Context: an optimization exercise on an open-source flow, tuned for small area, a short achievable clock period and few clock cycles. The choices shown serve that exercise and are no tape-out recipe. Only simulation tests tie the RTL to the original design; equivalence was not proved.

==> inputs of cedar <==
## sprite_atlas_decoder
module sprite_atlas_decoder (
    input  wire        clk,
    input  wire        rst_n,
    input  wire        cmd_valid,
    output wire        cmd_ready,
    input  wire [31:0] cmd_data,
    output wire        rsp_valid,
    input  wire        rsp_ready,
    output wire [31:0] rsp_data,
    output wire        fill_valid,
    input  wire        fill_ready,
    output wire [31:0] fill_x,
    output wire [31:0] fill_y,
    output wire [15:0] fill_w,
    output wire [15:0] fill_h,
    output wire [15:0] fill_c
);
    localparam [2:0] ST_OK       = 3'd0;
    localparam [2:0] ST_LENGTH   = 3'd1;
    localparam [2:0] ST_HEX      = 3'd2;
    localparam [2:0] ST_RANGE    = 3'd3;
    localparam [2:0] ST_ILLEGAL  = 3'd4;
    localparam [2:0] ST_CAPACITY = 3'd5;
    localparam [3:0] E_IDLE = 4'd0;    
    localparam [3:0] E_L1   = 4'd1;    
    localparam [3:0] E_L2   = 4'd2;    
    localparam [3:0] E_LW   = 4'd6;    
    localparam [3:0] E_D1   = 4'd4;    
    localparam [3:0] E_D2   = 4'd7;    
    localparam [3:0] E_LCHK = 4'd8;    
    localparam [3:0] E_DRUN = 4'd9;    
    reg [3:0] st;
    reg [15:0] zoom_r, dispw_r, disph_r;
    reg [15:0] fz_r;                     
    reg [17:0] zoom3_r;                  
    reg [15:0] bw_r, bh_r;
    reg [2:0]  grid_r;                   
    reg [2:0]  status_r;
    reg        rsp_v, rsk_v;
    reg [18:0] rsp_d, rsk_d;             
    reg        push_rsp;
    reg [18:0] push_d;
    always @(posedge clk) begin
        if (!rst_n) begin
            rsp_v <= 1'b0;
            rsk_v <= 1'b0;
        end else if (rsp_v && !rsp_ready) begin
  ...
clock: 12.0 ns
lec_check: 0
cap_margin: 20
core_margin: 2
core_utilization: 60
cts_cluster_diameter: 80
cts_cluster_size: 25
slew_margin: 20
tns_end_percent: 5
standard.sh (not shown) runs the stock make flow with config.mk's settings and CLKGATE_MAP_FILE= SYNTH_SCRIPT=/design/flow/synth_recipe.tcl, a recipe that flattens the netlist after the stock synthesis.
==> flow/flow/run.sh <==
#!/bin/bash
set -euo pipefail
export SETUP_SLACK_MARGIN=8.5
bash standard.sh > standard_sh.log 2>&1
==> raven (differences from cedar) <==
--- a/flow/design.v
+++ b/flow/design.v
@@ -275,10 +275,11 @@
     reg [2:0]  dr_wc, dr_hc;     
     reg        dr_fx, dr_fy;
     reg [3:0]  okn;              
     reg        d_empty;          
     reg [22:0] x0;
+    reg [22:0] y0;               
     function [17:0] mulz;
         input [2:0] m;
         case (m)
             3'd1:    mulz = {2'b0, fz_r};
             3'd2:    mulz = {1'b0, fz_r, 1'b0};
@@ -357,10 +358,12 @@
     end
     wire [3:0] pk_oh   = cur_rem & (~cur_rem + 4'd1);
     wire       pk_has  = (cur_rem != 4'd0);
     wire [3:0] rem_aft = cur_rem & ~pk_oh;
     wire       cur_take = (rem_aft == 4'd0);
+    wire [5:0] qa_m4    = qa - 6'd4;
+    wire [5:0] qa_nx    = qa_m4 + ((fq == q_last) ? q_skip : 6'd1);
     wire [1:0] pk_k = pk_oh[1] ? 2'd1 : pk_oh[2] ? 2'd2 : pk_oh[3] ? 2'd3 : 2'd0;
     reg [17:0] pk_kz;
     always @(*) begin
         case (pk_k)
             2'd0: pk_kz = 18'd0;
@@ -378,11 +381,13 @@
                           atl_q[7:4] != 4'd0, atl_q[3:0] != 4'd0} | {4{ovr_mask[0]}};
     wire        f_rs    = (fq == 3'd0);
     wire        f_first = f_rs && (fj == 5'd0);
     wire [23:0] xb_s    = {cur_xb, 1'b1} + {{5'd0, fz_r, 2'd0} ^ {23{dr_fx}}, dr_fx};
     wire [22:0] xb_step = xb_s[23:1];
-    wire [24:0] y_s     = {cur_y, 1'b1} + {{8'd0, fz_r} ^ {24{dr_fy}}, dr_fy};
+    wire [23:0] y0x     = {y0[22], y0};
+    wire [23:0] y_base  = f_first ? y0x : cur_y;
+    wire [24:0] y_s     = {y_base, 1'b1} + {{8'd0, fz_r} ^ {24{dr_fy}}, dr_fy};
     wire [23:0] y_step  = y_s[24:1];
     wire d_busy = f_more || pk_has;
     wire d_fin  = (st == E_DRUN) && !d_busy && adv && !rsk_v;
     wire [15:0] atl_q;
     always @(posedge clk) begin
@@ -401,11 +406,11 @@
                 if (cur_take) begin
                     if (f_more) begin
                         cur_rem <= rd_opq;
                         cur_raw <= atl_q;
                         cur_xb  <= f_rs ? x0 : xb_step;
-                        if (f_rs && !(f_first && !dr_fy)) cur_y <= y_step;
+                        cur_y   <= (f_first && !dr_fy) ? y0x : (f_rs ? y_step : cur_y);
                         if (fq == q_last) begin
                             fq <= 3'd0;
                             fj <= fj + 5'd1;
                             if (fj == j_last) f_more <= 1'b0;
                         end else begin
@@ -416,14 +421,11 @@
                     end
                 end else begin
                     cur_rem <= rem_aft;
                 end
             end
-            qa <= qa - 6'd4 + ((adv && cur_take && f_more) ?
-                               ((fq == q_last) ? q_skip : 6'd1) : 6'd0);
-            if ((st == E_D1) && cmd_fire)
-                cur_y <= {{8{w[31]}}, w[31:16]} + (dr_fy ? {3'b0, mulz(dr_hc[2:0]), 3'd0} : 24'd0);
+            qa <= (adv && cur_take && f_more) ? qa_nx : qa_m4;
             if ((st == E_D2) && cmd_fire && !d_err && !d_empty) begin
                 f_more <= 1'b1;
                 qa     <= qa0;
                 fq     <= 3'd0;
                 fj     <= 5'd0;
@@ -564,10 +566,11 @@
                 end
             end
             E_D1: begin
                 if (cmd_fire) begin
                     x0    <= {{7{w[15]}}, w[15:0]} + (dr_fx ? {2'b0, mulz(dr_wc[2:0]), 3'd0} : 23'd0);
+                    y0    <= {{7{w[31]}}, w[31:16]} + (dr_fy ? {2'b0, mulz(dr_hc[2:0]), 3'd0} : 23'd0);
                 end
             end
             default: ;
             endcase
         end
Settings changed: CORE_UTILIZATION 60 to 50, TNS_END_PERCENT 5 to 10.
==> zinc (differences from cedar) <==
--- a/flow/design.v
+++ b/flow/design.v
@@ -160,18 +160,29 @@
         else
             cw_v <= cw_v_n;
         if (cmd_valid && rdy_r)
             cw <= cmd_data;
     end
-    wire is_pack   = (w & 32'hF8F8F8FF) == 32'h00000001;
-    wire is_color  = (w & 32'hFF0000FF) == 32'h00000002;
-    wire is_load   =  w                 == 32'h00000003;
-    wire is_setovr = (w & 32'hFF0000FF) == 32'h00000004;
-    wire is_clrovr =  w                 == 32'h00000005;
-    wire is_draw   = (w & 32'hFC0000FF) == 32'h00000006;
-    wire is_csrw   = (w & 32'h000000FF) == 32'h00000007;
-    wire is_csrr   = (w & 32'hFFFF00FF) == 32'h00000008;
+    wire [31:0] d = cmd_data;
+    reg is_pack, is_color, is_load, is_setovr, is_clrovr, is_draw, is_csrw, is_csrr;
+    reg csr_le2, csr_le6, w_hi0, w_zero;
+    always @(posedge clk) begin
+        if (cmd_valid && rdy_r) begin
+            is_pack   <= (d & 32'hF8F8F8FF) == 32'h00000001;
+            is_color  <= (d & 32'hFF0000FF) == 32'h00000002;
+            is_load   <=  d                 == 32'h00000003;
+            is_setovr <= (d & 32'hFF0000FF) == 32'h00000004;
+            is_clrovr <=  d                 == 32'h00000005;
+            is_draw   <= (d & 32'hFC0000FF) == 32'h00000006;
+            is_csrw   <= (d & 32'h000000FF) == 32'h00000007;
+            is_csrr   <= (d & 32'hFFFF00FF) == 32'h00000008;
+            csr_le2   <= d[15:8] <= 8'd2;
+            csr_le6   <= d[15:8] <= 8'd6;
+            w_hi0     <= d[31:2] == 30'd0;
+            w_zero    <= d == 32'd0;
+        end
+    end
     wire [7:0] csr_num = w[15:8];
     wire [15:0] pack_out;
     pack_color u_pack (.r(w[10:8]), .g(w[18:16]), .b(w[26:24]), .color(pack_out));
     wire [15:0] cmd_ct;
     palette_color_table_lut u_ct_cmd (.index(w[11:8]), .color(cmd_ct));
@@ -275,10 +286,11 @@
     reg [2:0]  dr_wc, dr_hc;     
     reg        dr_fx, dr_fy;
     reg [3:0]  okn;              
     reg        d_empty;          
     reg [22:0] x0;
+    reg [22:0] y0;               
     function [17:0] mulz;
         input [2:0] m;
         case (m)
             3'd1:    mulz = {2'b0, fz_r};
             3'd2:    mulz = {1'b0, fz_r, 1'b0};
@@ -307,11 +319,11 @@
                         ({1'b0, w[15:8]}  + {7'd0, cr[3:2]} <= {6'd0, bws}) &&
                         ({1'b0, w[23:16]} + {7'd0, cr[1:0]} <= {6'd0, bhs});
         end
     end
     wire [1:0] n2    = w[1:0];
-    wire       d_err = (w[31:2] != 30'd0) || !okn[n2];
+    wire       d_err = !w_hi0 || !okn[n2];
     wire [3:0] cr_n = colrow(n2);
     wire [1:0] d_rb = n2 - cr_n[3:2];
     wire [5:0] qa0  = {d_rb, 4'd0} + {3'd0, cr_n[3:2], 1'b0} + base - 6'd4;    
     reg [5:0] qa;
     reg [2:0] fq;                
@@ -336,11 +348,11 @@
         E_IDLE: if (cmd_fire) begin
             if (is_load)      st_n = E_L1;
             else if (is_draw) st_n = E_D1;
         end
         E_L1:   if (cmd_fire) st_n = E_L2;
-        E_L2:   if (cmd_fire) st_n = (w == 32'd0) ? E_LCHK : E_LW;
+        E_L2:   if (cmd_fire) st_n = w_zero ? E_LCHK : E_LW;
         E_LW:   if (cmd_fire && ld_lastw) st_n = E_LCHK;
         E_LCHK: if (ld_fin) st_n = E_IDLE;
         E_D1:   if (cmd_fire) st_n = E_D2;
         E_D2:   if (cmd_fire) st_n = (d_err || d_empty) ? E_IDLE : E_DRUN;
         E_DRUN: if (d_fin) st_n = E_IDLE;
@@ -357,10 +369,12 @@
     end
     wire [3:0] pk_oh   = cur_rem & (~cur_rem + 4'd1);
     wire       pk_has  = (cur_rem != 4'd0);
     wire [3:0] rem_aft = cur_rem & ~pk_oh;
     wire       cur_take = (rem_aft == 4'd0);
+    wire [5:0] qa_m4    = qa - 6'd4;
+    wire [5:0] qa_nx    = qa_m4 + ((fq == q_last) ? q_skip : 6'd1);
     wire [1:0] pk_k = pk_oh[1] ? 2'd1 : pk_oh[2] ? 2'd2 : pk_oh[3] ? 2'd3 : 2'd0;
     reg [17:0] pk_kz;
     always @(*) begin
         case (pk_k)
             2'd0: pk_kz = 18'd0;
@@ -378,11 +392,13 @@
                           atl_q[7:4] != 4'd0, atl_q[3:0] != 4'd0} | {4{ovr_mask[0]}};
     wire        f_rs    = (fq == 3'd0);
     wire        f_first = f_rs && (fj == 5'd0);
     wire [23:0] xb_s    = {cur_xb, 1'b1} + {{5'd0, fz_r, 2'd0} ^ {23{dr_fx}}, dr_fx};
     wire [22:0] xb_step = xb_s[23:1];
-    wire [24:0] y_s     = {cur_y, 1'b1} + {{8'd0, fz_r} ^ {24{dr_fy}}, dr_fy};
+    wire [23:0] y0x     = {y0[22], y0};
+    wire [23:0] y_base  = f_first ? y0x : cur_y;
+    wire [24:0] y_s     = {y_base, 1'b1} + {{8'd0, fz_r} ^ {24{dr_fy}}, dr_fy};
     wire [23:0] y_step  = y_s[24:1];
     wire d_busy = f_more || pk_has;
     wire d_fin  = (st == E_DRUN) && !d_busy && adv && !rsk_v;
     wire [15:0] atl_q;
     always @(posedge clk) begin
@@ -401,11 +417,11 @@
                 if (cur_take) begin
                     if (f_more) begin
                         cur_rem <= rd_opq;
                         cur_raw <= atl_q;
                         cur_xb  <= f_rs ? x0 : xb_step;
-                        if (f_rs && !(f_first && !dr_fy)) cur_y <= y_step;
+                        cur_y   <= (f_first && !dr_fy) ? y0x : (f_rs ? y_step : cur_y);
                         if (fq == q_last) begin
                             fq <= 3'd0;
                             fj <= fj + 5'd1;
                             if (fj == j_last) f_more <= 1'b0;
                         end else begin
@@ -416,14 +432,11 @@
                     end
                 end else begin
                     cur_rem <= rem_aft;
                 end
             end
-            qa <= qa - 6'd4 + ((adv && cur_take && f_more) ?
-                               ((fq == q_last) ? q_skip : 6'd1) : 6'd0);
-            if ((st == E_D1) && cmd_fire)
-                cur_y <= {{8{w[31]}}, w[31:16]} + (dr_fy ? {3'b0, mulz(dr_hc[2:0]), 3'd0} : 24'd0);
+            qa <= (adv && cur_take && f_more) ? qa_nx : qa_m4;
             if ((st == E_D2) && cmd_fire && !d_err && !d_empty) begin
                 f_more <= 1'b1;
                 qa     <= qa0;
                 fq     <= 3'd0;
                 fj     <= 5'd0;
@@ -442,22 +455,22 @@
         if (idle_fire) begin
             push_rsp = !is_load && !is_draw;
             if (is_pack)       push_d = {pack_out, ST_OK};
             else if (is_color) push_d = {color_out, ST_OK};
             else if (is_setovr || is_clrovr) push_d = {16'd0, ST_OK};
-            else if (is_csrw)  push_d = {16'd0, (csr_num <= 8'd2) ? ST_OK : ST_ILLEGAL};
+            else if (is_csrw)  push_d = {16'd0, csr_le2 ? ST_OK : ST_ILLEGAL};
             else if (is_csrr) begin
-                case (csr_num)
-                8'd0: push_d = {zoom_r,  ST_OK};
-                8'd1: push_d = {dispw_r, ST_OK};
-                8'd2: push_d = {disph_r, ST_OK};
-                8'd3: push_d = {bw_r,    ST_OK};
-                8'd4: push_d = {bh_r,    ST_OK};
-                8'd5: push_d = {8'd0, 5'd0, status_r, ST_OK};
-                8'd6: push_d = {ovr_mask, ST_OK};
-                default: push_d = {16'd0, ST_ILLEGAL};
+                case (csr_num[2:0])
+                3'd0: push_d = {zoom_r,  ST_OK};
+                3'd1: push_d = {dispw_r, ST_OK};
+                3'd2: push_d = {disph_r, ST_OK};
+                3'd3: push_d = {bw_r,    ST_OK};
+                3'd4: push_d = {bh_r,    ST_OK};
+                3'd5: push_d = {8'd0, 5'd0, status_r, ST_OK};
+                default: push_d = {ovr_mask, ST_OK};
                 endcase
+                if (!csr_le6) push_d = {16'd0, ST_ILLEGAL};
             end else           push_d = {16'd0, ST_ILLEGAL};
         end else if ((st == E_D2) && cmd_fire) begin
             push_rsp = d_err || d_empty;
             push_d   = {16'd0, d_err ? ST_RANGE : ST_OK};
         end else if (ld_fin) begin
@@ -564,10 +577,11 @@
                 end
             end
             E_D1: begin
                 if (cmd_fire) begin
                     x0    <= {{7{w[15]}}, w[15:0]} + (dr_fx ? {2'b0, mulz(dr_wc[2:0]), 3'd0} : 23'd0);
+                    y0    <= {{7{w[31]}}, w[31:16]} + (dr_fy ? {2'b0, mulz(dr_hc[2:0]), 3'd0} : 23'd0);
                 end
             end
             default: ;
             endcase
         end
Settings changed: CORE_UTILIZATION 60 to 55, TNS_END_PERCENT 5 to 10.
==> impl_metrics.toml <==
[run_status]
status = "finished clean"

[clocking]
cts_resized = 662

[finish]
clockBufferCount = 180
fin_nets = 7684

[timing]
hold_slack_ns = 0.347

[drt]
routed_via_density = 5.96
totalWireLength_um = 270000

[global_routing]
grt_max_degree = 160

[power]
p_clk_mw = 5.46

[die]
rows = 162

[placement]
dp_slack_ns = 6.30

[setup_path]
reg2reg_depth = 15
the above is filed under raven

==> impl_metrics.toml <==
[global_routing]
grt_max_degree = 197

[run_status]
status = "finished clean"

[placement]
dp_slack_ns = 6.27

[timing]
slew_headroom = 0.217
hold_slack_ns = 0.328

[hold_path]
hold_path_end = "u_atlas.atl[540]"

[drt]
wl_per_cell_um = 27.7
totalWireLength_um = 265000

[finish]
fin_nets = 7622
clockBufferCount = 156
final_area_um2 = 109000

[die]
rows = 147

[power]
p_clk_mw = 5.21

[setup_path]
reg2reg_depth = 18
the above is filed under cedar

==> impl_metrics.toml <==
[run_status]
status = "finished clean"

[synthesis]
yosys.area_share.adder = 0.0329
synth_top_area_cell = "edfxtp_1"

[die]
rows = 155

[clocking]
cts_resized = 577
cts_setup_buffers = 156
cts_buffer_depth = 3

[hold_path]
hp-class = "reg2reg"

[placement]
dp_slack_ns = 5.97

[timing]
hold_slack_ns = 0.334

[finish]
fin_nets = 7826

[setup_path]
path_max_fanout = 5

[power]
p_clk_mw = 5.47

[global_routing]
grt_max_degree = 173

[drt]
routed_via_density = 6.12
the above is filed under zinc

Testbench counts of cedar, summed over its fixed seeds: cycles 19,116.
Testbench counts of raven, summed over its fixed seeds: cycles 19,116.
Testbench counts of zinc, summed over its fixed seeds: cycles 19,116.

[port drivers added, routing unchanged]
The flow's constraints put no driver on any port. The routed layouts listed below were extracted and timed again, unchanged, in two steps. Step 1 assumes that a clkbuf_16 drives the clock port and a buf_2 every other input. Step 2 moves the port delays by t, midway between the first and last clock arrival at a register: inputs arrive t later, outputs are due t later. That takes back most of the time a late clock gives input paths. a / b / c = ideal ports / drivers / drivers and shift; a / b = the first two.
| run | t, ns | slack for setup (ns) | worst setup path after step 2 | worst slew at a driven data input, ns |
|---|---|---|---|---|
| cedar | 0.859 | 7.716 / 7.716 / 7.041 | input to register | 0.05 |
| raven | 0.893 | 8.004 / 7.928 / 7.405 | input to register | 0.05 |
| zinc | 0.910 | 7.985 / 7.900 / 7.244 | input to register | 0.06 |
After both steps every run listed still meets setup and hold. For zinc, which loses most, drivers alone change the setup slack by -0.085 ns; drivers and shift together by -0.741 ns.
